From an optimization exercise on the open Yosys and OpenROAD flow, aimed at small area, a short achievable clock period and few clock cycles; shortcuts taken in it are not production practice.
Only simulation tests tie the RTL to the original design; equivalence was not proved.
Power is estimated from default activity; no workload was simulated.

the baseline:
==> module skc_thr_ge, before the edit <==
module skc_thr_ge (
    input  wire        clk,
    input  wire        rst,
    input  wire        start,
    input  wire [15:0] a,
    input  wire [15:0] v,
    input  wire [63:0] thr,
    output wire        ge_fast,
    output wire        amb,
    output reg         busy,
    output reg         done,
    output reg         ge_slow
);
    wire [10:0] e_field = thr[62:52];
    wire        big     = (e_field > 11'd1038);                     
    wire        tiny    = (e_field < 11'd1007);                     
    wire [4:0]  sh      = 5'd30 - e_field[4:0] + 5'd16;             
    wire        v_zero  = (v == 16'd0);
    wire [24:0] q       = v * {1'b1, thr[51:44]};                   
    wire [46:0] a_sh    = {31'd0, a} << sh;
    wire [47:0] d       = {1'b0, a_sh} - {16'd0, q, 7'd0};            
    wire        d_neg   = d[47];
    wire        le_lo   = d_neg || (d == 48'd0);
    wire        ge_hi   = !d_neg && (d[46:0] >= {24'd0, v, 7'd0});
    wire        exact   = v_zero || (thr[43:0] == 44'd0);
    assign amb     = !big && !tiny && !exact && !le_lo && !ge_hi;
    assign ge_fast = big  ? v_zero :
                     tiny ? (v_zero || (a != 16'd0)) :
                     exact ? !d_neg : ge_hi;
    reg  [24:0] h;                  
    reg  [5:0]  bit_i;              
    wire [24:0] h_next = {h[23:0], 1'b0} - (thr[bit_i] ? {2'd0, v, 7'd0} : 25'd0);
    wire        h_neg  = h_next[24];
    wire        h_big  = !h_neg && (h_next[23:0] >= {1'b0, v, 7'd0});
    always @(posedge clk) begin
        if (rst) begin
            busy <= 1'b0;
            done <= 1'b0;
        end else begin
            done <= 1'b0;
            if (start) begin
                busy  <= 1'b1;
                h     <= {2'd0, d[22:0]};
                bit_i <= 6'd43;
            end else if (busy) begin
                h     <= h_next;
                bit_i <= bit_i - 6'd1;
                if (h_neg || h_big || (bit_i == 6'd0)) begin
                    busy    <= 1'b0;
                    done    <= 1'b1;
                    ge_slow <= !h_neg;
                end
            end
        end
    end
endmodule
clock: 34.0 ns
lec_check: 0
cap_margin: 20
cell_pad_in_sites_detail_placement: 0
cell_pad_in_sites_global_placement: 0
core_margin: 2
core_utilization: 55
cts_buf_list: sky130_fd_sc_hd__clkbuf_8
place_density: 0.65
slew_margin: 20
standard.sh (not shown) runs the stock make flow with config.mk's settings and CLKGATE_MAP_FILE= SYNTH_SCRIPT=/design/flow/synth_recipe.tcl, a recipe that flattens the netlist after the stock synthesis.
==> flow/flow/run.sh <==
#!/bin/bash
# The standard layout, with repair_timing aiming for setup slack of at least
# SETUP_SLACK_MARGIN at the design's clock period (the SDC is unchanged),
# and the port buffers made with buf_4 cells.
set -euo pipefail
bash standard.sh SETUP_SLACK_MARGIN=19.5 "BUFFER_PORTS_ARGS=-buffer_cell sky130_fd_sc_hd__buf_4" finish > make_finish.log 2>&1
Testbench counts of the baseline, summed over its fixed seeds: cycles 56,000.
Modified inputs, the candidate compared to the baseline
diff --git a/flow/design.v b/flow/design.v
--- a/flow/design.v
+++ b/flow/design.v
@@ -80,5 +80,5 @@
     output reg         busy,
     output reg         done,
-    output reg         ge_slow
+    output wire        ge_slow
 );
     wire [10:0] e_field = thr[62:52];
@@ -87,5 +87,19 @@
     wire [4:0]  sh      = 5'd30 - e_field[4:0] + 5'd16;             
     wire        v_zero  = (v == 16'd0);
-    wire [24:0] q       = v * {1'b1, thr[51:44]};                   
+    reg  [2:0]  cnt;
+    reg  [8:0]  m;
+    always @(*) begin
+        case (cnt)
+            3'd4:    m = {1'b0, thr[43:36]};
+            3'd3:    m = thr[35:27];
+            3'd2:    m = thr[26:18];
+            3'd1:    m = thr[17:9];
+            3'd0:    m = thr[8:0];
+            default: m = 9'd0;
+        endcase
+        if (!busy)
+            m = {1'b1, thr[51:44]};
+    end
+    wire [24:0] q       = v * m;
     wire [46:0] a_sh    = {31'd0, a} << sh;
     wire [47:0] d       = {1'b0, a_sh} - {16'd0, q, 7'd0};            
@@ -98,9 +112,6 @@
                      tiny ? (v_zero || (a != 16'd0)) :
                      exact ? !d_neg : ge_hi;
-    reg  [24:0] h;                  
-    reg  [5:0]  bit_i;              
-    wire [24:0] h_next = {h[23:0], 1'b0} - (thr[bit_i] ? {2'd0, v, 7'd0} : 25'd0);
-    wire        h_neg  = h_next[24];
-    wire        h_big  = !h_neg && (h_next[23:0] >= {1'b0, v, 7'd0});
+    reg  [22:0] d_r;
+    reg  [59:0] acc;
     always @(posedge clk) begin
         if (rst) begin
@@ -108,20 +119,19 @@
             done <= 1'b0;
         end else begin
-            done <= 1'b0;
+            done <= busy && (cnt == 3'd0);
             if (start) begin
-                busy  <= 1'b1;
-                h     <= {2'd0, d[22:0]};
-                bit_i <= 6'd43;
+                busy <= 1'b1;
+                cnt  <= 3'd4;
+                acc  <= 60'd0;
+                d_r  <= d[22:0];
             end else if (busy) begin
-                h     <= h_next;
-                bit_i <= bit_i - 6'd1;
-                if (h_neg || h_big || (bit_i == 6'd0)) begin
-                    busy    <= 1'b0;
-                    done    <= 1'b1;
-                    ge_slow <= !h_neg;
-                end
+                acc  <= {acc[50:0], 9'd0} + {35'd0, q};
+                cnt  <= cnt - 3'd1;
+                if (cnt == 3'd0)
+                    busy <= 1'b0;
             end
         end
     end
+    assign ge_slow = (d_r > acc[59:37]) || ((d_r == acc[59:37]) && (acc[36:0] == 37'd0));
 endmodule
 module skc_top (
[summary]
- Die size: the candidate exceeds the baseline
- Between the candidate and the baseline, the post-CTS clock slew at the launch and capture registers of the worst setup and hold paths does not differ in any meaningful way.
- Diff the baseline and the candidate: number of buffers created by CTS lower in the baseline
- Critical path startpoint: csr_addr[1] -> the baseline, csr_addr[0] -> the candidate
- Lower final weighted congestion in routability-driven placement was reported by the baseline, not the candidate.
- Diff the baseline -> the candidate: netlist area before placement picked up an extra 1.8%, post-synthesis simple-gate area fraction has increased.
- The baseline has higher mux cell area share after synthesis than the candidate.
- The candidate vs the baseline: tightest hold margin up in the candidate
- The candidate vs the baseline: total vias in the final route up in the candidate
- The candidate against the baseline: sequential share of layout area rose by 0.36 points; met3 global-route usage higher; logic gate share of total power shrank by 1.0 points.
Testbench counts of the candidate, summed over its fixed seeds: cycles 56,000.

## separate check: timing with driven ports
The flow's constraints put no driver on any port. The routed layouts listed below were extracted and timed again, unchanged, in two steps. Step 1 (the two cells are an assumption about what drives the block):
set clk [get_ports {clk}]
set_driving_cell -lib_cell sky130_fd_sc_hd__clkbuf_16 $clk
set_driving_cell -lib_cell sky130_fd_sc_hd__buf_2 [delete_from_list [all_inputs] $clk]
Step 2, shift: input delay + t, output delay - t, t = (earliest + latest rising clock arrival at the registers) / 2. This alone moves slack from input paths to output paths. Three values: no drivers, after step 1, after step 2; two values: the first two.
| run | t (ns) | setup slack, ns | worst register clock-pin slew, ns |
|---|---|---|---|
| the baseline | 1.185 | 18.682 / 18.659 / 18.659 | 0.08 / 0.08 |
| the candidate | 1.190 | 18.753 / 18.720 / 18.720 | 0.07 / 0.07 |
After both steps every run listed still meets setup and hold. For the candidate, which loses most, drivers alone change the setup slack by -0.033 ns; drivers and shift together by -0.033 ns.
